What follows belongs to an exercise in optimizing a design on an open flow for small area; a production flow would make more cautious choices. RTL that was checked went through simulation tests only; none was proved equivalent to the original. No functional check of the RTL was part of run 4. Power is estimated from default activity; no workload was simulated.

==> flow/design.v <==
module ajq_mux4 #(
    parameter W = 8
) (
    input  wire [1:0]   s,
    input  wire [W-1:0] d0,
    input  wire [W-1:0] d1,
    input  wire [W-1:0] d2,
    input  wire [W-1:0] d3,
    output wire [W-1:0] y
);
    assign y = s[1] ? (s[0] ? d3 : d2) : (s[0] ? d1 : d0);
endmodule
module ajq_mux16 (
    input  wire [3:0]   s,
    input  wire [127:0] d,       
    output wire [7:0]   y
);
    wire [31:0] l1;
    genvar g;
    generate
        for (g = 0; g < 4; g = g + 1) begin : grp
            ajq_mux4 u (.s(s[1:0]),
                        .d0(d[(4*g+0)*8 +: 8]), .d1(d[(4*g+1)*8 +: 8]),
                        .d2(d[(4*g+2)*8 +: 8]), .d3(d[(4*g+3)*8 +: 8]),
                        .y(l1[g*8 +: 8]));
        end
    endgenerate
    ajq_mux4 u_top (.s(s[3:2]), .d0(l1[7:0]), .d1(l1[15:8]), .d2(l1[23:16]),
                    .d3(l1[31:24]), .y(y));
endmodule
module ajq_mux8 (
    input  wire [2:0]  s,
    input  wire [63:0] d,        
    output wire [7:0]  y
);
    wire [7:0] lo, hi;
    ajq_mux4 u_lo (.s(s[1:0]), .d0(d[7:0]), .d1(d[15:8]), .d2(d[23:16]),
                   .d3(d[31:24]), .y(lo));
    ajq_mux4 u_hi (.s(s[1:0]), .d0(d[39:32]), .d1(d[47:40]), .d2(d[55:48]),
                   .d3(d[63:56]), .y(hi));
    assign y = s[2] ? hi : lo;
endmodule
module ajq_top #(
    parameter N_RX = 16,
    parameter N_TX = 16
) (
    input  wire        clk,
    input  wire        rst,
    input  wire        drx_req_valid,
    input  wire [39:0] drx_req,
    output wire        drx_req_ready,
    output reg         drx_rsp_valid,
    output wire [33:0] drx_rsp,
    input  wire        dtx_req_valid,
    input  wire [39:0] dtx_req,
    output wire        dtx_req_ready,
    output reg         dtx_rsp_valid,
    output wire [33:0] dtx_rsp,
    input  wire        m_req_valid,
    input  wire [39:0] m_req,
    output wire        m_req_ready,
    output reg         m_rsp_valid,
    output wire [33:0] m_rsp,
    output wire        rxq_empty,
    output wire        rxq_full,
    output wire        txq_empty,
    output wire        txq_full,
    output wire        tx_irq_en,
    output wire [31:0] pkt
);
    localparam [3:0] OP_NOP      = 4'h0,
                     OP_Q_INIT   = 4'h1,
                     OP_Q_PUSH   = 4'h2,
                     OP_Q_POP    = 4'h3,
                     OP_TP_INIT  = 4'h4,
                     OP_RX_EVENT = 4'h5,
                     OP_TX_EVENT = 4'h6,
                     OP_TRY_RECV = 4'h7,
                     OP_TRY_SEND = 4'h8,
                     OP_FR_INIT  = 4'h9,
                     OP_FEED     = 4'hA,
                     OP_POLL     = 4'hB,
                     OP_ENCODE   = 4'hC;
    reg        tx_irq_en_q;
    reg  [7:0] fw_q [0:3];       
    reg  [2:0] position_q;       
    reg [31:0] pkt_q;            
    reg        enc_busy_q;
    reg  [1:0] enc_cnt_q;        
    reg  [7:0] m_b_q;            
    reg  [7:0] enc_s_q [1:3];    
    assign drx_req_ready = 1'b1;
    assign dtx_req_ready = 1'b1;
    assign m_req_ready   = ~enc_busy_q;
    assign tx_irq_en     = tx_irq_en_q;
    assign pkt           = pkt_q;
    wire       drx_acc = drx_req_valid && !rst;
    wire [3:0] drx_op  = drx_req[39:36];
    wire       dtx_acc = dtx_req_valid && !rst;
    wire [3:0] dtx_op  = dtx_req[39:36];
    wire       m_acc   = m_req_valid && !enc_busy_q && !rst;
    wire [3:0] m_op    = m_req[39:36];
    wire       m_q     = m_req[35];
    wire [7:0] m_b     = m_req[7:0];
    wire       enc_step = enc_busy_q && !rst;
    wire rx_event = drx_acc && (drx_op == OP_RX_EVENT);
    wire tx_event = dtx_acc && (dtx_op == OP_TX_EVENT) && tx_irq_en_q;
    wire m_tp_init  = m_acc && (m_op == OP_TP_INIT);
    wire m_q_init   = m_acc && (m_op == OP_Q_INIT);
    wire m_q_push   = m_acc && (m_op == OP_Q_PUSH);
    wire m_q_pop    = m_acc && (m_op == OP_Q_POP);
    wire m_try_recv = m_acc && (m_op == OP_TRY_RECV);
    wire m_try_send = m_acc && (m_op == OP_TRY_SEND);
    wire m_fr_init  = m_acc && (m_op == OP_FR_INIT);
    wire m_feed     = m_acc && (m_op == OP_FEED);
    wire m_poll     = m_acc && (m_op == OP_POLL);
    wire m_encode   = m_acc && (m_op == OP_ENCODE);
    reg  [7:0] rx_mem [0:15];
    reg  [3:0] rx_start_q, rx_end_q;
    reg        rx_full_q;
    reg  [7:0] tx_mem [0:15];
    reg  [3:0] tx_start_q, tx_end_q;
    reg        tx_full_q;
    wire rxq_b_init = m_tp_init || (m_q_init && !m_q);
    wire rxq_b_push = m_q_push && !m_q;
    wire rxq_b_pop  = (m_q_pop && !m_q) || m_try_recv || m_poll;
    wire       txq_b_init = m_tp_init || (m_q_init && m_q);
    wire       txq_b_pop  = m_q_pop && m_q;
    wire       txq_b_push = (m_q_push && m_q) || m_try_send || m_encode || enc_step;
    wire [7:0] txq_b_data = enc_busy_q ? m_b_q :
                            (m_op == OP_ENCODE) ? m_req[31:24] : m_b;
    wire [7:0] rx_a_data = drx_req[7:0];
    assign rxq_full  = rx_full_q;
    assign rxq_empty = (rx_start_q == rx_end_q) && !rx_full_q;
    wire       rxq_a_ok   = rx_event && !rx_full_q;
    wire [3:0] rx_end_1   = rx_end_q + 4'd1;
    wire [3:0] rx_end_2   = rx_end_q + 4'd2;
    wire [3:0] rx_end_a   = rxq_a_ok ? rx_end_1 : rx_end_q;
    wire       rx_full_a  = rx_full_q || (rxq_a_ok && rx_end_1 == rx_start_q);
    wire       rxq_push_ok = rxq_b_push && !rx_full_a;
    wire       rxq_pop_ok  = rxq_b_pop && (!rxq_empty || rxq_a_ok);
    wire [127:0] rx_flat;
    wire [7:0]   rx_rd;
    genvar gi;
    generate
        for (gi = 0; gi < 16; gi = gi + 1) begin : rx_f
            assign rx_flat[gi*8 +: 8] = rx_mem[gi];
        end
    endgenerate
    ajq_mux16 u_rx_rd (.s(rx_start_q), .d(rx_flat), .y(rx_rd));
    wire [7:0] rxq_head = (rxq_a_ok && rxq_empty) ? rx_a_data : rx_rd;
    always @(posedge clk) begin
        if (rst || rxq_b_init) begin
            rx_start_q <= 4'd0;
            rx_end_q   <= 4'd0;
            rx_full_q  <= 1'b0;
        end else begin
            rx_start_q <= rx_start_q + {3'd0, rxq_pop_ok};
            rx_end_q   <= rx_end_a + {3'd0, rxq_push_ok};
            rx_full_q  <= !rxq_pop_ok && (rx_full_a ||
                          (rxq_push_ok && (rxq_a_ok ? rx_end_2 : rx_end_1) == rx_start_q));
        end
    end
    wire [7:0]  rx_wd_even = (rxq_a_ok && !rx_end_q[0]) ? rx_a_data : m_b;
    wire [7:0]  rx_wd_odd  = (rxq_a_ok &&  rx_end_q[0]) ? rx_a_data : m_b;
    wire        rx_any     = rxq_a_ok || rxq_push_ok;
    wire        rx_both    = rxq_a_ok && rxq_push_ok;
    wire [15:0] rx_dec     = 16'd1 << rx_end_q;
    wire [15:0] rx_we      = (rx_dec & {16{rx_any}}) |
                             ({rx_dec[14:0], rx_dec[15]} & {16{rx_both}});
    integer i;
    always @(posedge clk) begin
        for (i = 0; i < 16; i = i + 1)
            if (rx_we[i])
                rx_mem[i] <= i[0] ? rx_wd_odd : rx_wd_even;
    end
    assign txq_full  = tx_full_q;
    assign txq_empty = (tx_start_q == tx_end_q) && !tx_full_q;
    wire       txq_a_ok   = tx_event && !txq_empty;
    wire [3:0] tx_start_1 = tx_start_q + 4'd1;
    wire [3:0] tx_start_a = txq_a_ok ? tx_start_1 : tx_start_q;
    wire       tx_empty_a = txq_empty || (txq_a_ok && tx_start_1 == tx_end_q);
    wire       tx_full_a  = tx_full_q && !txq_a_ok;
    wire       txq_push_ok = txq_b_push && !tx_full_a;
    wire       txq_pop_ok  = txq_b_pop && !tx_empty_a;
    wire       txq_b_ok    = txq_b_init || txq_push_ok || txq_pop_ok;
    wire [63:0] tx_even, tx_odd;
    wire [7:0]  tx_rd_even, tx_rd_odd;
    generate
        for (gi = 0; gi < 8; gi = gi + 1) begin : tx_f
            assign tx_even[gi*8 +: 8] = tx_mem[2*gi];
            assign tx_odd[gi*8 +: 8]  = tx_mem[2*gi+1];
        end
    endgenerate
    ajq_mux8 u_tx_even (.s(tx_start_q[3:1] + {2'd0, tx_start_q[0]}), .d(tx_even), .y(tx_rd_even));
    ajq_mux8 u_tx_odd  (.s(tx_start_q[3:1]), .d(tx_odd), .y(tx_rd_odd));
    wire [7:0] txq_a_head = tx_start_q[0] ? tx_rd_odd : tx_rd_even;
    wire [7:0] txq_b_head = tx_start_a[0] ? tx_rd_odd : tx_rd_even;
    always @(posedge clk) begin
        if (rst || txq_b_init) begin
            tx_start_q <= 4'd0;
            tx_end_q   <= 4'd0;
            tx_full_q  <= 1'b0;
        end else begin
            tx_start_q <= tx_start_a + {3'd0, txq_pop_ok};
            tx_end_q   <= tx_end_q + {3'd0, txq_push_ok};
            tx_full_q  <= txq_push_ok ? (tx_end_q + 4'd1 == tx_start_a)
                                      : (tx_full_a && !txq_pop_ok);
        end
    end
    always @(posedge clk) begin
        for (i = 0; i < 16; i = i + 1)
            if (txq_push_ok && tx_end_q == i)
                tx_mem[i] <= txq_b_data;
    end
    wire       feed_go    = m_feed || (m_poll && rxq_pop_ok);
    wire [7:0] feed_b     = (m_op == OP_FEED) ? m_b : rxq_head;
    wire [7:0] feed_x     = fw_q[0] ^ fw_q[1] ^ fw_q[2] ^ fw_q[3];
    wire       feed_at_ck = position_q[2];
    wire       feed_load  = feed_go && !feed_at_ck;
    wire       feed_match = feed_go && feed_at_ck && (feed_x == feed_b);
    always @(posedge clk) begin
        if (rst || m_fr_init)
            position_q <= 3'd0;
        else if (feed_load)
            position_q <= position_q + 3'd1;
        else if (feed_match)
            position_q <= 3'd0;
    end
    always @(posedge clk) begin
        if (feed_go) begin
            fw_q[0] <= fw_q[1];
            fw_q[1] <= fw_q[2];
            fw_q[2] <= fw_q[3];
            fw_q[3] <= feed_b;
        end
        if (feed_match)
            pkt_q <= {fw_q[0], fw_q[1], fw_q[2], fw_q[3]};
    end
    always @(posedge clk) begin
        if (rst) begin
            enc_busy_q <= 1'b0;
        end else if (m_encode) begin
            enc_busy_q <= txq_b_ok;
        end else if (enc_step) begin
            if (!txq_b_ok || enc_cnt_q == 2'd3)
                enc_busy_q <= 1'b0;
        end
    end
    wire [7:0] enc_x = enc_s_q[3] ^ m_b_q;
    always @(posedge clk) begin
        if (enc_busy_q) begin
            enc_cnt_q  <= enc_cnt_q + 2'd1;
            enc_s_q[1] <= enc_s_q[2];
            enc_s_q[3] <= enc_x;
        end else begin
            enc_cnt_q  <= 2'd0;
            enc_s_q[1] <= m_req[15:8];
            enc_s_q[3] <= m_req[31:24];
        end
        enc_s_q[2] <= m_req[7:0];
    end
    always @(posedge clk) begin
        if (rst || m_tp_init)
            tx_irq_en_q <= 1'b0;
        else if ((m_try_send || m_encode || enc_step) && txq_b_ok)
            tx_irq_en_q <= 1'b1;
        else if (tx_event && !txq_a_ok)
            tx_irq_en_q <= 1'b0;
    end
    reg drx_err_q, drx_ok_q;
    always @(posedge clk) begin
        drx_rsp_valid <= drx_acc;
        drx_err_q     <= (drx_op != OP_NOP) && (drx_op != OP_RX_EVENT);
        drx_ok_q      <= (drx_op == OP_NOP) || ((drx_op == OP_RX_EVENT) && rxq_a_ok);
    end
    assign drx_rsp = {drx_err_q, drx_ok_q, 32'h0};
    reg       dtx_err_q, dtx_ok_q;
    reg [7:0] dtx_b_q;
    always @(posedge clk) begin
        dtx_rsp_valid <= dtx_acc;
        dtx_err_q     <= (dtx_op != OP_NOP) && !tx_event;
        dtx_ok_q      <= (dtx_op == OP_NOP) || (tx_event && txq_a_ok);
        dtx_b_q       <= (dtx_op == OP_NOP) ? 8'h00 : txq_a_head;
    end
    assign dtx_rsp = {dtx_err_q, dtx_ok_q, 24'h0, dtx_b_q & {8{~dtx_err_q}}};
    reg       m_err_q, m_ok_q, m_pkt_q, m_pop_q;
    wire      m_reserved = (m_op > OP_ENCODE) || (m_op == OP_RX_EVENT) ||
                           (m_op == OP_TX_EVENT);
    always @(posedge clk) begin
        if (rst)
            m_rsp_valid <= 1'b0;
        else if (enc_busy_q)
            m_rsp_valid <= !txq_b_ok || (enc_cnt_q == 2'd3);
        else
            m_rsp_valid <= m_acc && !(m_encode && txq_b_ok);
        m_err_q <= !enc_busy_q && m_reserved;
        m_pkt_q <= feed_match;
        m_pop_q <= !enc_busy_q && ((m_op == OP_Q_POP) || (m_op == OP_TRY_RECV));
        m_b_q   <= enc_busy_q ? ((enc_cnt_q == 2'd2) ? enc_x : enc_s_q[1]) :
                   (m_op == OP_ENCODE) ? m_req[23:16] :
                   (m_op == OP_Q_POP && m_q) ? txq_b_head : rxq_head;
        if (enc_busy_q)
            m_ok_q <= txq_b_ok;
        else case (m_op)
            OP_NOP, OP_TP_INIT, OP_FR_INIT, OP_Q_INIT:
                m_ok_q <= 1'b1;
            OP_Q_PUSH:
                m_ok_q <= m_q ? txq_b_ok : rxq_push_ok;
            OP_TRY_SEND, OP_ENCODE:
                m_ok_q <= txq_b_ok;
            OP_Q_POP:
                m_ok_q <= m_q ? txq_b_ok : rxq_pop_ok;
            OP_TRY_RECV:
                m_ok_q <= rxq_pop_ok;
            OP_FEED, OP_POLL:
                m_ok_q <= feed_match;
            default:
                m_ok_q <= 1'b0;
        endcase
    end
    assign m_rsp = {m_err_q, m_ok_q,
                    pkt_q[31:8] & {24{m_pkt_q}},
                    (pkt_q[7:0] & {8{m_pkt_q}}) | (m_b_q & {8{m_pop_q}})};
endmodule
==> flow/flow/run.sh <==
#!/bin/bash
# Layout: the standard flow (standard.sh) with three changes: the
# smallest buffer on each port, one tie cell per constant value (no tie
# fanout repair), and after floorplan each mux4_1 swapped for the smaller
# mux4_2 (flow/post_floorplan.tcl).
set -euo pipefail
here=$(pwd)
export BUFFER_PORTS_ARGS="-buffer_cell sky130_fd_sc_hd__buf_1"
export SKIP_REPAIR_TIE_FANOUT=1
export POST_FLOORPLAN_TCL="$here/flow/post_floorplan.tcl"
bash standard.sh \
  "BUFFER_PORTS_ARGS=$BUFFER_PORTS_ARGS" \
  "SKIP_REPAIR_TIE_FANOUT=$SKIP_REPAIR_TIE_FANOUT" \
  "POST_FLOORPLAN_TCL=$POST_FLOORPLAN_TCL" \
  finish > make_finish.log 2>&1
==> flow/flow/post_floorplan.tcl <==
# After floorplan: swap each 4:1 mux for the library's smaller-area variant
# of the same function (sky130_fd_sc_hd__mux4_2 is smaller than mux4_1).
set n 0
foreach inst [[ord::get_db_block] getInsts] {
  if {[[$inst getMaster] getName] eq "sky130_fd_sc_hd__mux4_1"} {
    replace_cell [$inst getName] sky130_fd_sc_hd__mux4_2
    incr n
  }
}
puts "post_floorplan: swapped $n mux4_1 for mux4_2"
==> flow/standard.sh <==
#!/bin/bash
# synth_recipe.tcl (not shown) runs the flow's synth.tcl, then flattens the netlist and writes it again
# the make line also repeats each setting of config.mk as NAME=value (left out here)
make -C /OpenROAD-flow-scripts/flow DESIGN_CONFIG=/design/flow/config.mk WORK_HOME=/design/flow/orfs CLKGATE_MAP_FILE= SYNTH_SCRIPT=/design/flow/synth_recipe.tcl "${@:-finish}"
==> flow/config.mk <==
export PLATFORM = sky130hd
export DESIGN_NAME = ajq_top
export DESIGN_NICKNAME = ajq_top
export VERILOG_FILES = /design/flow/design.v
export SDC_FILE = /design/flow/constraint.sdc
export NUM_CORES = 4
export LEC_CHECK = 0
export CAP_MARGIN = 20
export CORE_MARGIN = 2
export CORE_UTILIZATION = 60
export CTS_BUF_LIST = sky130_fd_sc_hd__clkbuf_16
export CTS_CLUSTER_DIAMETER = 100
export CTS_CLUSTER_SIZE = 30
export PLACE_DENSITY = 0.75
export SLEW_MARGIN = 20
==> flow/constraint.sdc <==
create_clock -name core_clock -period 10.0 [get_ports {clk}]
set_input_delay 2.0000 -clock core_clock [delete_from_list [all_inputs] [get_ports {clk}]]
set_output_delay 2.0000 -clock core_clock [all_outputs]
set_load 0.01 [all_outputs]
==> results of run 1 <==
[layout make-up]
class | count | area [um2]
clock buffer | 17 | 425
tap | 384 | 480
timing repair buffer | 170 | 736
multi-input combinational | 636 | 5590
sequential | 396 | 11100
inverter | 15 | 56.3
fill | 2108 | 10300
clock inverter | 12 | 62.6
[registers in the layout, summed over array words and instances (netlist names), 2 cells and up]
signal,flops
tx_end_q,4
position_q,3
pkt_q,32
rx_mem,128
fw_q,32
m_b_q,8
dtx_b_q,8
tx_start_q,4
enc_cnt_q,2
rx_end_q,4
tx_mem,128
rx_start_q,4
enc_s_q,24
[routing by layer]
layer / part of all wire / GRT usage / up-vias / routed length, um
met5: 0 / 0 / - / 0
met4: 0.030 / 0.0743 / 0 / 1170
met3: 0.078 / 0.0335 / 62 / 3030
met1: 0.42 / 0.373 / 4834 / 16400
met2: 0.47 / 0.406 / 481 / 18100
li1: - / - / 4451 / -
[stage by stage]
stage / setup WS [ns] / instance area (um2) / power [mW]
floorplan: 1.92 / 17600 / 1.91
global placement: 4.48 / 18000 / 1.94
detailed placement: 4.46 / 18000 / 1.94
CTS: 5.00 / 18500 / 2.72
global route: 4.75 / 18500 / 2.78
finish: 5.02 / 18500 / 2.71
[power breakdown]
group / switching, mW / total, mW / leakage [nW] / internal (mW)
Clock: 0.483 / 0.804 / 0.275 / 0.321
Combinational: 0.0774 / 0.111 / 2.19 / 0.0335
Sequential: 0.00718 / 1.79 / 3.51 / 1.79
[worst max path at each step]
stage | startpoint | end | cells past startpoint
final | rst | pkt_q[9]$_DFFE_PP_ | 11
after global routing | rst | pkt_q[25]$_DFFE_PP_ | 11
after CTS | rst | pkt_q[17]$_DFFE_PP_ | 11
after detailed placement | rst | pkt_q[20]$_DFFE_PP_ | 11
after global placement | rst | pkt_q[12]$_DFFE_PP_ | 11
after floorplan | rst | pkt_q[0]$_DFFE_PP_ | 8
[cell usage in the layout (no fill, tap or decap), drive strengths merged, types with 8 or more instances in the layout]
master,count
o31ai,11
mux2i,29
a211oi,17
a21oi,19
and3,8
a22oi,9
nand3,12
a22o,11
nand2,66
o21ai,15
mux2,37
edfxtp,320
clkbuf,17
nor3,10
nor2,89
ha,26
nor4,8
nand4,8
inv,27
and2,35
buf,170
dfxtp,76
xor2,30
nor2b,17
o211ai,12
mux4,68
xnor2,53
[cells by family after synthesis]
logic type	after synthesis	synth area share
multiplexers	134	0.131
XOR/XNOR	83	0.0431
adder cells (fa/ha/maj)	26	0.0185
AND/OR/NAND/NOR	272	0.0773
flip-flops	396	0.634
other	2	0.000428
AO/OA/AOI/OAI	119	0.0494
buffers and inverters	133	0.0463
==> flow_summary.ini, run 1 <==
[setup_path]
critical-path-max-stage-delay_ns = 0.75
reg2reg_from = rx_end_q[3]$_SDFF_PP0_
r2r_setup_slack_ns = 6.06
path_class = input port to flop
cp.arrival_ns = 5.16
crit_path_frequent_cell = buf_4
worst_r2r_endpoint = pkt_q[9]$_DFFE_PP_
path_cells = buf_1 > buf_4 > nor2b_1 > nand4_1 > nor3_2 > mux2i_1 > a21o_2 > xor2_1 > nand3_1 > nor4_2 > buf_4
rr_worst_depth = 9
crit_slowest_cell = nor3_2
path_buf_inv = 3
crit_family = simple AND/OR/NAND/NOR gates
cp_max_fo = 33
startpoint_type = input port
cp-end-kind = flop
crit_required_ns = 10.18

[die]
initial_core_util = 0.610
core-area_um2 = 28800
die_w_um = 175
io_pins = 270
fp.dieH_um = 175
rows = 62
die_area_um2 = 30600

[drt]
dr.pass1.iters = 5
antenna_left = 0
wl_per_cell_um = 23.8
vias = 9828
drt_iter0_drc = 1044
viasPerCell = 6.03
remaining_drc_errors = 0
wirelength_mm = 38.7

[synthesis]
ys_ff_latch = 396
ys_top_cells_by_area = edfxtp_1, dfxtp_1, mux4_2
synthTopCellsByCount = edfxtp_1, nor2_1, dfxtp_1
synth_edf_count = 320
synth.avg_cell_area_um2 = 15.1
synthFlopType = edfxtp_1
synth_area_um2 = 17600
synthDistinctLibCells = 66
syn_nets = 1316
yosysMostFrequentCell = edfxtp_1
synth_top_cell_by_area = edfxtp_1
ys_warn_count = 5
async_flop_share = 0
synth.yosys.seq_area_share = 0.634
yosys.area.top_type_share = 0.547
syn_inst = 1165

[sta]
worstMarginPinSlew_ns = 1.19
relSlewSlack = 0.201
finalHoldWorstSlack_ns = 0.453
period_share = 0.498
rsz0062_at_grt = false
fmax_mhz = 201
skew_ns = 0.0278
min_period_ns = 4.98
final-setup-viol-count = 0
slew_violations = 0
finalHoldViolCount = 0
tns_ns = 0

[clock_network]
clkLatencyLatePin_ns = 0.52
cts_tree = yes
post_cts_resized = 0
cts_made_buffers = 17
cts_max_path_buffers = 3
postCtsHoldBufs = 0
path_clk_slew_ns = 0.11
htree_levels = 1
post_cts_buffers = 0
cts.sinks = 396
cts_root_buf = clkbuf_16

[hold_path]
hold_path_end = enc_cnt_q[0]$_SDFF_PN0_
min-delay-start = enc_cnt_q[0]$_SDFF_PN0_
holdPathStages = 1
hold_path.class = flop to flop

[placement]
dp_hpwl_mm = 27.4
gp_congestion = 0.874
io_buffers = 144
dp.cells = 1600

[grt]
antenna_found_initial = 0
grt_first_pass_wirelength_mm = 57.9
grt_start_max_net_pins = 58
first_global_vias = 9576
grt.total_usage = 0.255
grt.overflow.total = 0

[run]
maxCapViolCount = 0

[run_status]
status = finished clean

[layout]
stdcell_count = 1630
layout.nets = 1387
final_layout_size_suffix_gt1_frac = 0.140
diodes = 0
areaGrowthSynthToFinish_pct = 5.27
post-route-util = 0.642

[pwr]
p_leak_nw = 5.97
max-vdd-ir-drop_v = 0.000101
power_density_nw_per_um2 = 147
==> inputs of run 2 (changes only) <==
--- a/flow/config.mk
+++ b/flow/config.mk
@@ -5,11 +5,11 @@
 export SDC_FILE = /design/flow/constraint.sdc
 export NUM_CORES = 4
 export LEC_CHECK = 0
-export CAP_MARGIN = 20
+export CAP_MARGIN = 0
 export CORE_MARGIN = 2
 export CORE_UTILIZATION = 60
 export CTS_BUF_LIST = sky130_fd_sc_hd__clkbuf_16
 export CTS_CLUSTER_DIAMETER = 100
 export CTS_CLUSTER_SIZE = 30
 export PLACE_DENSITY = 0.75
-export SLEW_MARGIN = 20
+export SLEW_MARGIN = 0
==> run 2 against run 1 <==
  * Synthesized cell count unchanged
  * Clock skew down 0.0046 ns
  * Largest power group unchanged
  * Critical path type unchanged
  * Sequential share of layout area about the same
  * Flip-flop and latch count is the same
==> flow_summary.ini, run 2 <==
[setup_path]
path_class = input port to flop
crit_required_ns = 10.18
startpoint_type = input port
path_buf_inv = 3
crit_family = simple AND/OR/NAND/NOR gates
path_cells = buf_1 > buf_4 > nor2b_1 > nand4_1 > nor3_2 > mux2i_1 > a21o_2 > xor2_1 > nand3_1 > nor4_2 > buf_4
rr_worst_depth = 9
cp_max_fo = 33
critical-path-max-stage-delay_ns = 0.75
reg2reg_from = rx_start_q[3]$_SDFF_PP0_
cp-end-kind = flop
cp.arrival_ns = 5.16
crit_path_frequent_cell = buf_4
crit_slowest_cell = nor3_2
worst_r2r_endpoint = pkt_q[28]$_DFFE_PP_
r2r_setup_slack_ns = 5.68

[grt]
grt_util_met3 = 0.0335
grt.overflow.total = 0
grt_first_pass_wirelength_mm = 57.9
grt.total_usage = 0.255
first_global_vias = 9576
grt_start_max_net_pins = 58
antenna_found_initial = 0
grt_use_met1 = 0.373
grt_use_met2 = 0.406
grt.busiest_layer = met2

[layout]
final_layout_size_suffix_gt1_frac = 0.137
multi_input_area_um2 = 5580
nFillCells = 2104
layout_commonest_cell = edfxtp_1
diodes = 0
layout.nets = 1386
reg_top3 = rx_mem (128), tx_mem (128)
seq_area_um2 = 11100
areaGrowthSynthToFinish_pct = 5.20
final_cell_mix = edfxtp_1, buf_1, nor2_1, dfxtp_1, mux4_2
post-route-util = 0.642

[placement]
dp_hpwl_mm = 27.4
gp_congestion = 0.874
io_buffers = 144

[pwr]
max-vdd-ir-drop_v = 0.000100
power_density_nw_per_um2 = 147
p_leak_nw = 5.97

[synthesis]
ys_ff_latch = 396
ys_warn_count = 5
syn_nets = 1316
yosys.area.top_type_share = 0.547
synth.yosys.seq_area_share = 0.634
syn_inst = 1165
yosysMostFrequentCell = edfxtp_1
synth.avg_cell_area_um2 = 15.1
async_flop_share = 0
synthDistinctLibCells = 66
ys_top_cells_by_area = edfxtp_1, dfxtp_1, mux4_2
synthFlopType = edfxtp_1
synthTopCellsByCount = edfxtp_1, nor2_1, dfxtp_1
synth_edf_count = 320
synth_top_cell_by_area = edfxtp_1
synth_area_um2 = 17600

[clock_network]
cts_tree = yes
postCtsHoldBufs = 0
path_clk_slew_ns = 0.11
cts.sinks = 396
clkLatencyLatePin_ns = 0.52
cts_root_buf = clkbuf_16
htree_levels = 1
cts_max_path_buffers = 3
post_cts_resized = 0
post_cts_buffers = 0
cts_made_buffers = 17

[drt]
antenna_left = 0
wl_per_cell_um = 23.7
drt_iter0_drc = 974
dr.pass1.iters = 4
vias = 9901
viasPerCell = 6.08
wirelength_mm = 38.7
remaining_drc_errors = 0

[sta]
finalHoldViolCount = 0
period_share = 0.497
skew_ns = 0.0232
relSlewSlack = 0.138
slew_violations = 0
tns_ns = 0
worstMarginPinSlew_ns = 1.29
final-setup-viol-count = 0
fmax_mhz = 201
min_period_ns = 4.97
rsz0062_at_grt = false
finalHoldWorstSlack_ns = 0.454

[hold_path]
hold_path_end = enc_cnt_q[0]$_SDFF_PN0_
holdPathStages = 1
min-delay-start = enc_cnt_q[0]$_SDFF_PN0_
hold_path.class = flop to flop

[run]
maxCapViolCount = 0

[die]
rows = 62
initial_core_util = 0.610
die_area_um2 = 30600
fp.dieH_um = 175
io_pins = 270
die_w_um = 175
core-area_um2 = 28800

[run_status]
status = finished clean
==> run 2: cell counts after synthesis <==
No cell type changed its count.
==> run 2: through the flow <==
step / setup slack [ns] / std cells / cell area (um2) / total power, mW
6_report: 5.03 / 1629 / 18500 / 2.71
5_1_grt: 4.75 / 1629 / 18500 / 2.78
4_1_cts: 5.00 / 1629 / 18500 / 2.72
3_5_place_dp: 4.46 / 1600 / 18000 / 1.94
3_3_place_gp: 4.48 / 1600 / 18000 / 1.94
2_1_floorplan: 1.92 / 1165 / 17600 / 1.91
==> run 2: worst max-delay path by stage <==
stage	from	to	slack, ns	cells after the start
2_1_floorplan	rst	pkt_q[0]$_DFFE_PP_	1.92	8
3_3_place_gp	rst	pkt_q[12]$_DFFE_PP_	4.48	11
3_5_place_dp	rst	pkt_q[20]$_DFFE_PP_	4.46	11
4_1_cts	rst	pkt_q[17]$_DFFE_PP_	5.00	11
5_1_grt	rst	pkt_q[25]$_DFFE_PP_	4.75	11
6_report	rst	pkt_q[28]$_DFFE_PP_	5.03	11
==> run 2: cell families after synthesis <==
kind of cell	synth area share
fa+ha+maj	0.0185
mux	0.131
other cells	0.000428
buf+inv	0.0463
xor+xnor	0.0431
flops	0.634
simple gates	0.0773
compound gates	0.0494
==> run 2: where the power goes <==
part | leakage [nW] | internal [mW] | switching [mW]
Combinational | 2.18 | 0.0335 | 0.0775
Clock | 0.275 | 0.321 | 0.482
Sequential | 3.51 | 1.79 | 0.00716
==> run 2: final cells by class <==
type / instances / area share
clock buffer: 17 / 0.0230
clock inverter: 12 / 0.00339
inverter: 15 / 0.00305
multi-input combinational: 636 / 0.302
sequential: 396 / 0.603
tap: 384 / 0.0260
timing repair buffer: 169 / 0.0394
==> run 2: routing by layer <==
metal	vias to the layer above	wire [um]
met3	59	3190
li1	4452	-
met5	-	0
met4	0	1110
met1	4877	16200
met2	513	18200
==> inputs of run 3 (changes only) <==
--- a/flow/config.mk
+++ b/flow/config.mk
@@ -5,11 +5,12 @@
 export SDC_FILE = /design/flow/constraint.sdc
 export NUM_CORES = 4
 export LEC_CHECK = 0
-export CAP_MARGIN = 0
+export CAP_MARGIN = 20
 export CORE_MARGIN = 2
 export CORE_UTILIZATION = 60
 export CTS_BUF_LIST = sky130_fd_sc_hd__clkbuf_16
 export CTS_CLUSTER_DIAMETER = 100
 export CTS_CLUSTER_SIZE = 30
 export PLACE_DENSITY = 0.75
-export SLEW_MARGIN = 0
+export SLEW_MARGIN = 20
+export SYNTH_HIERARCHICAL = 1
==> run 3 against run 2 <==
  * Worst hold slack gained 0.0077 ns
  * Die area fell by 0.49%
  * Worst setup slack lost 0.12 ns
  * Wire length is 0.16% lower
  * Cell count fell by 1.2%
  * Clock power barely moved
  * Fmax fell by 2.5%
  * Global-route usage fell by 0.29 points
  * Non-clock buffer count fell by 3
  * Count of clock-buffer cells in the layout is the same
  * Critical path type unchanged
==> flow_summary.ini, run 3 <==
[run_status]
status = finished clean

[grt]
first_global_vias = 9354
grt.overflow.total = 0
antenna_found_initial = 4
grt_start_max_net_pins = 64
grt_first_pass_wirelength_mm = 57.7
grt.total_usage = 0.252

[sta]
finalHoldViolCount = 0
min_period_ns = 5.10
worstMarginPinSlew_ns = 1.01
relSlewSlack = 0.327
rsz0062_at_grt = false
slew_violations = 0
tns_ns = 0
fmax_mhz = 196
skew_ns = 0.0260
finalHoldWorstSlack_ns = 0.461
period_share = 0.510
final-setup-viol-count = 0

[pwr]
power_density_nw_per_um2 = 147
p_leak_nw = 5.97
max-vdd-ir-drop_v = 0.000155

[clock_network]
cts.sinks = 396
postCtsHoldBufs = 0
post_cts_buffers = 0
path_clk_slew_ns = 0.11
cts_tree = yes
cts_root_buf = clkbuf_16
post_cts_resized = 0
clkLatencyLatePin_ns = 0.52
cts_max_path_buffers = 3
cts_made_buffers = 17
htree_levels = 1

[die]
fp.dieH_um = 175
io_pins = 270
core-area_um2 = 28700
rows = 62
die_area_um2 = 30500
initial_core_util = 0.609
die_w_um = 175

[drt]
remaining_drc_errors = 0
viasPerCell = 6.09
vias = 9793
drt_iter0_drc = 1239
antenna_left = 0
wirelength_mm = 38.6
dr.pass1.iters = 5
wl_per_cell_um = 24.0

[synthesis]
ys_warn_count = 11
ys_ff_latch = 396
ys_top_cells_by_area = edfxtp_1, mux4_2, dfxtp_1
synthTopCellsByCount = edfxtp_1, dfxtp_1, nor2_1
synth_top_cell_by_area = edfxtp_1
syn_inst = 1143
synth_area_um2 = 17500
yosys.area.top_type_share = 0.550
synthFlopType = edfxtp_1
synth.avg_cell_area_um2 = 15.3
synthDistinctLibCells = 63
synth.yosys.seq_area_share = 0.637
syn_nets = 1294
synth_edf_count = 320
yosysMostFrequentCell = edfxtp_1
async_flop_share = 0

[hold_path]
hold_path.class = flop to flop

[setup_path]
critical-path-max-stage-delay_ns = 0.51
cp-end-kind = flop
crit_slowest_cell = or3_1
path_buf_inv = 3
path_class = input port to flop
path_cells = buf_1 > nand2b_1 > or3_1 > clkinv_2 > nand2_1 > mux2i_1 > a21oi_1 > xnor2_1 > nor4_1 > and3_1 > buf_4
startpoint_type = input port
crit_required_ns = 10.18
cp_max_fo = 33
cp.arrival_ns = 5.28
crit_family = simple AND/OR/NAND/NOR gates

[layout]
areaGrowthSynthToFinish_pct = 5.55
post-route-util = 0.642
final_cell_mix = edfxtp_1, buf_1, nor2_1, dfxtp_1, mux4_2
layout_commonest_cell = edfxtp_1
layout.nets = 1362
final_layout_size_suffix_gt1_frac = 0.144
reg_top3 = rx_mem (128), tx_mem (128)

[placement]
gp_congestion = 0.887
dp_hpwl_mm = 27.6
io_buffers = 144

[run]
maxCapViolCount = 0
## run 3: kinds of logic (layout without fill, tap and decap cells)
logic type               count (synthesis)  in the layout  share of synthesized area
flip-flops                             396            396                      0.637
adder cells (fa/ha/maj)                 26             26                     0.0186
AND/OR/NAND/NOR                        248            248                     0.0716
other                                    2              6                   0.000430
XOR/XNOR                                77             77                     0.0395
AO/OA/AOI/OAI                          118            118                     0.0453
multiplexers                           141            141                      0.139
buffers and inverters                  135            213                     0.0488
## run 3: layout make-up
type / count / area (um2)
Inverter: 18 / 68.8
Clock inverter: 12 / 72.6
Clock buffer: 17 / 425
Fill cell: 2088 / 10300
Timing Repair Buffer: 166 / 706
Sequential cell: 396 / 11100
Multi-Input combinational cell: 612 / 5540
Antenna cell: 4 / 10.0
Tap cell: 384 / 480
## run 3: where the power goes
| group | internal (mW) | switching, mW |
|---|---|---|
| Sequential | 1.79 | 0.00694 |
| Combinational | 0.0328 | 0.0769 |
| Clock | 0.321 | 0.482 |
## run 3: worst paths after layout
kind | start | slack, ns | endpoint | depth (start not counted)
worst max-delay path | rst | 4.90 | pkt_q[28]$_DFFE_PP_ | 11
worst min-delay path | enc_cnt_q[0]$_SDFF_PN0_ | 0.46 | enc_cnt_q[0]$_SDFF_PN0_ | 1
worst max register to register | rx_start_q[0]$_SDFF_PP0_ | 6.15 | pkt_q[28]$_DFFE_PP_ | 9
worst min register to register | enc_cnt_q[0]$_SDFF_PN0_ | 0.46 | enc_cnt_q[0]$_SDFF_PN0_ | 1
## run 3: per-module statistics from Yosys (local to each module, per instance), a selection
module    cells inside  flip-flops and latches  times used
ajq_mux4            10                       0           9
ajq_mux8             9                       0           2
ajq_top           1035                     396           1
## run 3: worst reg2reg max path, delay by kind of cell (launching register included)
| family | cells | cell delay (ns) |
|---|---|---|
| flip-flops | 1 | 0.36 |
| XOR/XNOR | 1 | 0.19 |
| multiplexers | 3 | 1.45 |
| AND/OR/NAND/NOR | 2 | 0.39 |
| AO/OA/AOI/OAI | 1 | 0.19 |
| buffers and inverters | 2 | 0.92 |
## run 3: per-stage QoR
stage                     cells  worst slack (ns)  total power [mW]  cell area, um2
after global routing       1607              4.73              2.78           18400
final                      1609              4.90              2.71           18400
after CTS                  1605              4.94              2.72           18400
after floorplan            1143              3.85              1.91           17500
after global placement     1576              4.51              1.93           17900
after detailed placement   1576              4.43              1.94           17900
## run 3: per-layer routing
layer / share of wire / GRT usage
met2: 0.48 / 0.402
met3: 0.078 / 0.0361
met5: 0.00034 / 0
met1: 0.43 / 0.373
met4: 0.021 / 0.0608
==> inputs of run 4 (changes only) <==
--- a/flow/design.v
+++ b/flow/design.v
@@ -281,9 +281,9 @@
         dtx_rsp_valid <= dtx_acc;
         dtx_err_q     <= (dtx_op != OP_NOP) && !tx_event;
         dtx_ok_q      <= (dtx_op == OP_NOP) || (tx_event && txq_a_ok);
-        dtx_b_q       <= (dtx_op == OP_NOP) ? 8'h00 : txq_a_head;
+        dtx_b_q       <= tx_event ? txq_a_head : 8'h00;
     end
-    assign dtx_rsp = {dtx_err_q, dtx_ok_q, 24'h0, dtx_b_q & {8{~dtx_err_q}}};
+    assign dtx_rsp = {dtx_err_q, dtx_ok_q, 24'h0, dtx_b_q};
     reg       m_err_q, m_ok_q, m_pkt_q, m_pop_q;
     wire      m_reserved = (m_op > OP_ENCODE) || (m_op == OP_RX_EVENT) ||
                            (m_op == OP_TX_EVENT);
--- a/flow/config.mk
+++ b/flow/config.mk
@@ -13,4 +13,3 @@
 export CTS_CLUSTER_SIZE = 30
 export PLACE_DENSITY = 0.75
 export SLEW_MARGIN = 20
-export SYNTH_HIERARCHICAL = 1
==> run 4 against run 3 <==
  * Worst setup slack lost 0.73 ns
  * Clock skew grew 0.011 ns
  * First-iteration DRC count grew 8.2%
  * Highest routed layer is now met4
  * Flip-flop and latch count is the same
  * Synthesized cell count grew 6.3%
  * Wire length grew 1.1%
  * Critical path type unchanged
  * Synthesized area grew 2.1%
  * Register-to-register slack lost 0.49 ns
  * Still clean on timing, DRC and antenna
  * Worst hold slack lost 0.0077 ns
  * Global-route usage shrank 0.088 points
  * Total power grew 0.39%
  * Cell count grew 3.8%
==> flow_summary.ini, run 4 <==
[synthesis]
syn_nets = 1366
synth.avg_cell_area_um2 = 14.7
ys_top_cells_by_area = edfxtp_1, dfxtp_1, mux4_2
synthDistinctLibCells = 80
synthTopCellsByCount = edfxtp_1, nor2_1, dfxtp_1
synthFlopType = edfxtp_1
async_flop_share = 0
synth_area_um2 = 17800
synth_top_cell_by_area = edfxtp_1
synth.yosys.seq_area_share = 0.624
ys_warn_count = 5
synth_edf_count = 320
ys_ff_latch = 396
syn_inst = 1215
yosys.area.top_type_share = 0.539
yosysMostFrequentCell = edfxtp_1

[grt]
grt.overflow.total = 0
antenna_found_initial = 0
grt_first_pass_wirelength_mm = 58.3
grt_start_max_net_pins = 65
first_global_vias = 9681
grt.total_usage = 0.251

[clock_network]
clkLatencyLatePin_ns = 0.54
post_cts_buffers = 0
post_cts_resized = 0
cts.sinks = 396
postCtsHoldBufs = 0
path_clk_slew_ns = 0.11
htree_levels = 1
cts_max_path_buffers = 3
cts_root_buf = clkbuf_16
cts_made_buffers = 17
cts_tree = yes

[die]
core-area_um2 = 29500
io_pins = 270
fp.dieH_um = 176
die_w_um = 176
die_area_um2 = 31100
rows = 63
initial_core_util = 0.605

[run]
maxCapViolCount = 0

[setup_path]
startpoint_type = input port
path_class = input port to flop
cp-end-kind = flop
r2r_setup_slack_ns = 5.66
cp.arrival_ns = 5.98
cp_max_fo = 17
crit_required_ns = 10.15

[sta]
final-setup-viol-count = 0
finalHoldViolCount = 0
relSlewSlack = 0.223
period_share = 0.583
slew_violations = 0
fmax_mhz = 172
worst_slack_ns = 4.17
min_period_ns = 5.83
skew_ns = 0.0370
rsz0062_at_grt = false
worstMarginPinSlew_ns = 1.16
tns_ns = 0

[layout]
layout.nets = 1424
final_cell_mix = edfxtp_1, buf_1, nor2_1, dfxtp_1, mux4_2
final_layout_size_suffix_gt1_frac = 0.126
reg_top3 = rx_mem (128), tx_mem (128)
diodes = 0
layout_commonest_cell = edfxtp_1
areaGrowthSynthToFinish_pct = 5.11

[pwr]
power_density_nw_per_um2 = 145
p_leak_nw = 6.15
max-vdd-ir-drop_v = 0.000144

[run_status]
status = finished clean

[drt]
remaining_drc_errors = 0
antenna_left = 0
viasPerCell = 6.16
wl_per_cell_um = 23.4
drt_iter0_drc = 1340
wirelength_mm = 39.0
vias = 10300
dr.pass1.iters = 5

[placement]
io_buffers = 144
dp_slack_ns = 3.75
gp_congestion = 0.851
dp_hpwl_mm = 27.4

[hold_path]
hold_path.class = flop to flop
## run 4: per-stage QoR
step | util | std cells | cell area, um2 | total power [mW] | hold WS [ns]
floorplan | - | 1215 | 17800 | 1.92 | 0.402
global placement | 0.619 | 1644 | 18200 | 1.94 | 0.414
detailed placement | 0.619 | 1644 | 18300 | 1.95 | 0.430
CTS | 0.636 | 1670 | 18700 | 2.73 | 0.458
global route | 0.636 | 1670 | 18800 | 2.79 | 0.482
finish | 0.636 | 1670 | 18800 | 2.72 | 0.454
## run 4: layer usage
layer	global-route usage	wire length [um]	vias to the layer above
met3	0.0437	3560	47
met5	0	0	-
li1	-	-	4638
met4	0.0455	655	0
met2	0.397	18000	514
met1	0.374	16800	5087
## run 4: critical path: stages
cell      delay, ns
buf_1          0.36
nand2b_1       0.19
or4_1          0.66
clkinv_4       0.29
a41oi_1        0.45
and2_1         0.26
nor3b_1        0.63
a22oi_1        0.21
nor2_1         0.91
## run 4: layout make-up
| class | count | area (um2) |
|---|---|---|
| sequential | 396 | 11100 |
| clock buffer | 17 | 425 |
| timing repair buffer | 163 | 683 |
| tap | 390 | 488 |
| clock inverter | 9 | 58.8 |
| inverter | 16 | 65.1 |
| multi-input combinational | 679 | 5900 |
| fill | 2141 | 10700 |
## run 4: cells by family (layout without fill, tap and decap cells)
family          after synthesis  in the layout  share of synthesized area
mux                         147            147                      0.126
compound gates              154            154                     0.0644
xor+xnor                     81             81                     0.0420
fa+ha+maj                    26             26                     0.0182
other cells                   2              2                   0.000421
buf+inv                     140            205                     0.0479
simple gates                269            269                     0.0773
flops                       396            396                      0.624
## run 4: report_power, final
group / internal, mW / switching [mW] / total, mW
clock: 0.321 / 0.486 / 0.807
combinational: 0.0365 / 0.0786 / 0.115
sequential: 1.79 / 0.00719 / 1.79
total: 2.14 / 0.572 / 2.72
## run 4: worst paths after layout
check / depth (start not counted) / to / start
setup / recovery: 9 / rx_mem[1][3]$_DFFE_PP_ / rst
hold / removal: 1 / enc_cnt_q[0]$_SDFF_PN0_ / enc_cnt_q[0]$_SDFF_PN0_
setup reg to reg: 7 / rx_mem[1][3]$_DFFE_PP_ / rx_full_q$_SDFF_PP0_
hold reg to reg: 1 / enc_cnt_q[0]$_SDFF_PN0_ / enc_cnt_q[0]$_SDFF_PN0_

## port drivers added, routing unchanged
The results above use ideal ports. As a check the final layouts listed here were re-extracted and re-timed, cells and wires unchanged. Step 1 assumes that a clkbuf_16 drives the clock port and a buf_2 every other input. Step 2 moves the port delays by t, midway between the first and last clock arrival at a register: inputs arrive t later, outputs are due t later. That takes back most of the time a late clock gives input paths. a / b / c = ideal ports / drivers / drivers and shift; a / b = the first two.
run | t, ns | setup slack, ns | slew at the worst register clock pin (ns)
run 1 | 0.557 | 5.021 / 5.048 / 4.491 | 0.12 / 0.12
run 2 | 0.557 | 5.025 / 5.052 / 4.494 | 0.11 / 0.11
run 3 | 0.561 | 4.900 / 4.928 / 4.366 | 0.11 / 0.11
run 4 | 0.575 | 4.170 / 4.200 / 3.625 | 0.12 / 0.12
After both steps setup and hold are still met in every run listed. The setup slack of run 4, which loses most, moves by +0.030 ns with the drivers and by -0.545 ns with both steps.
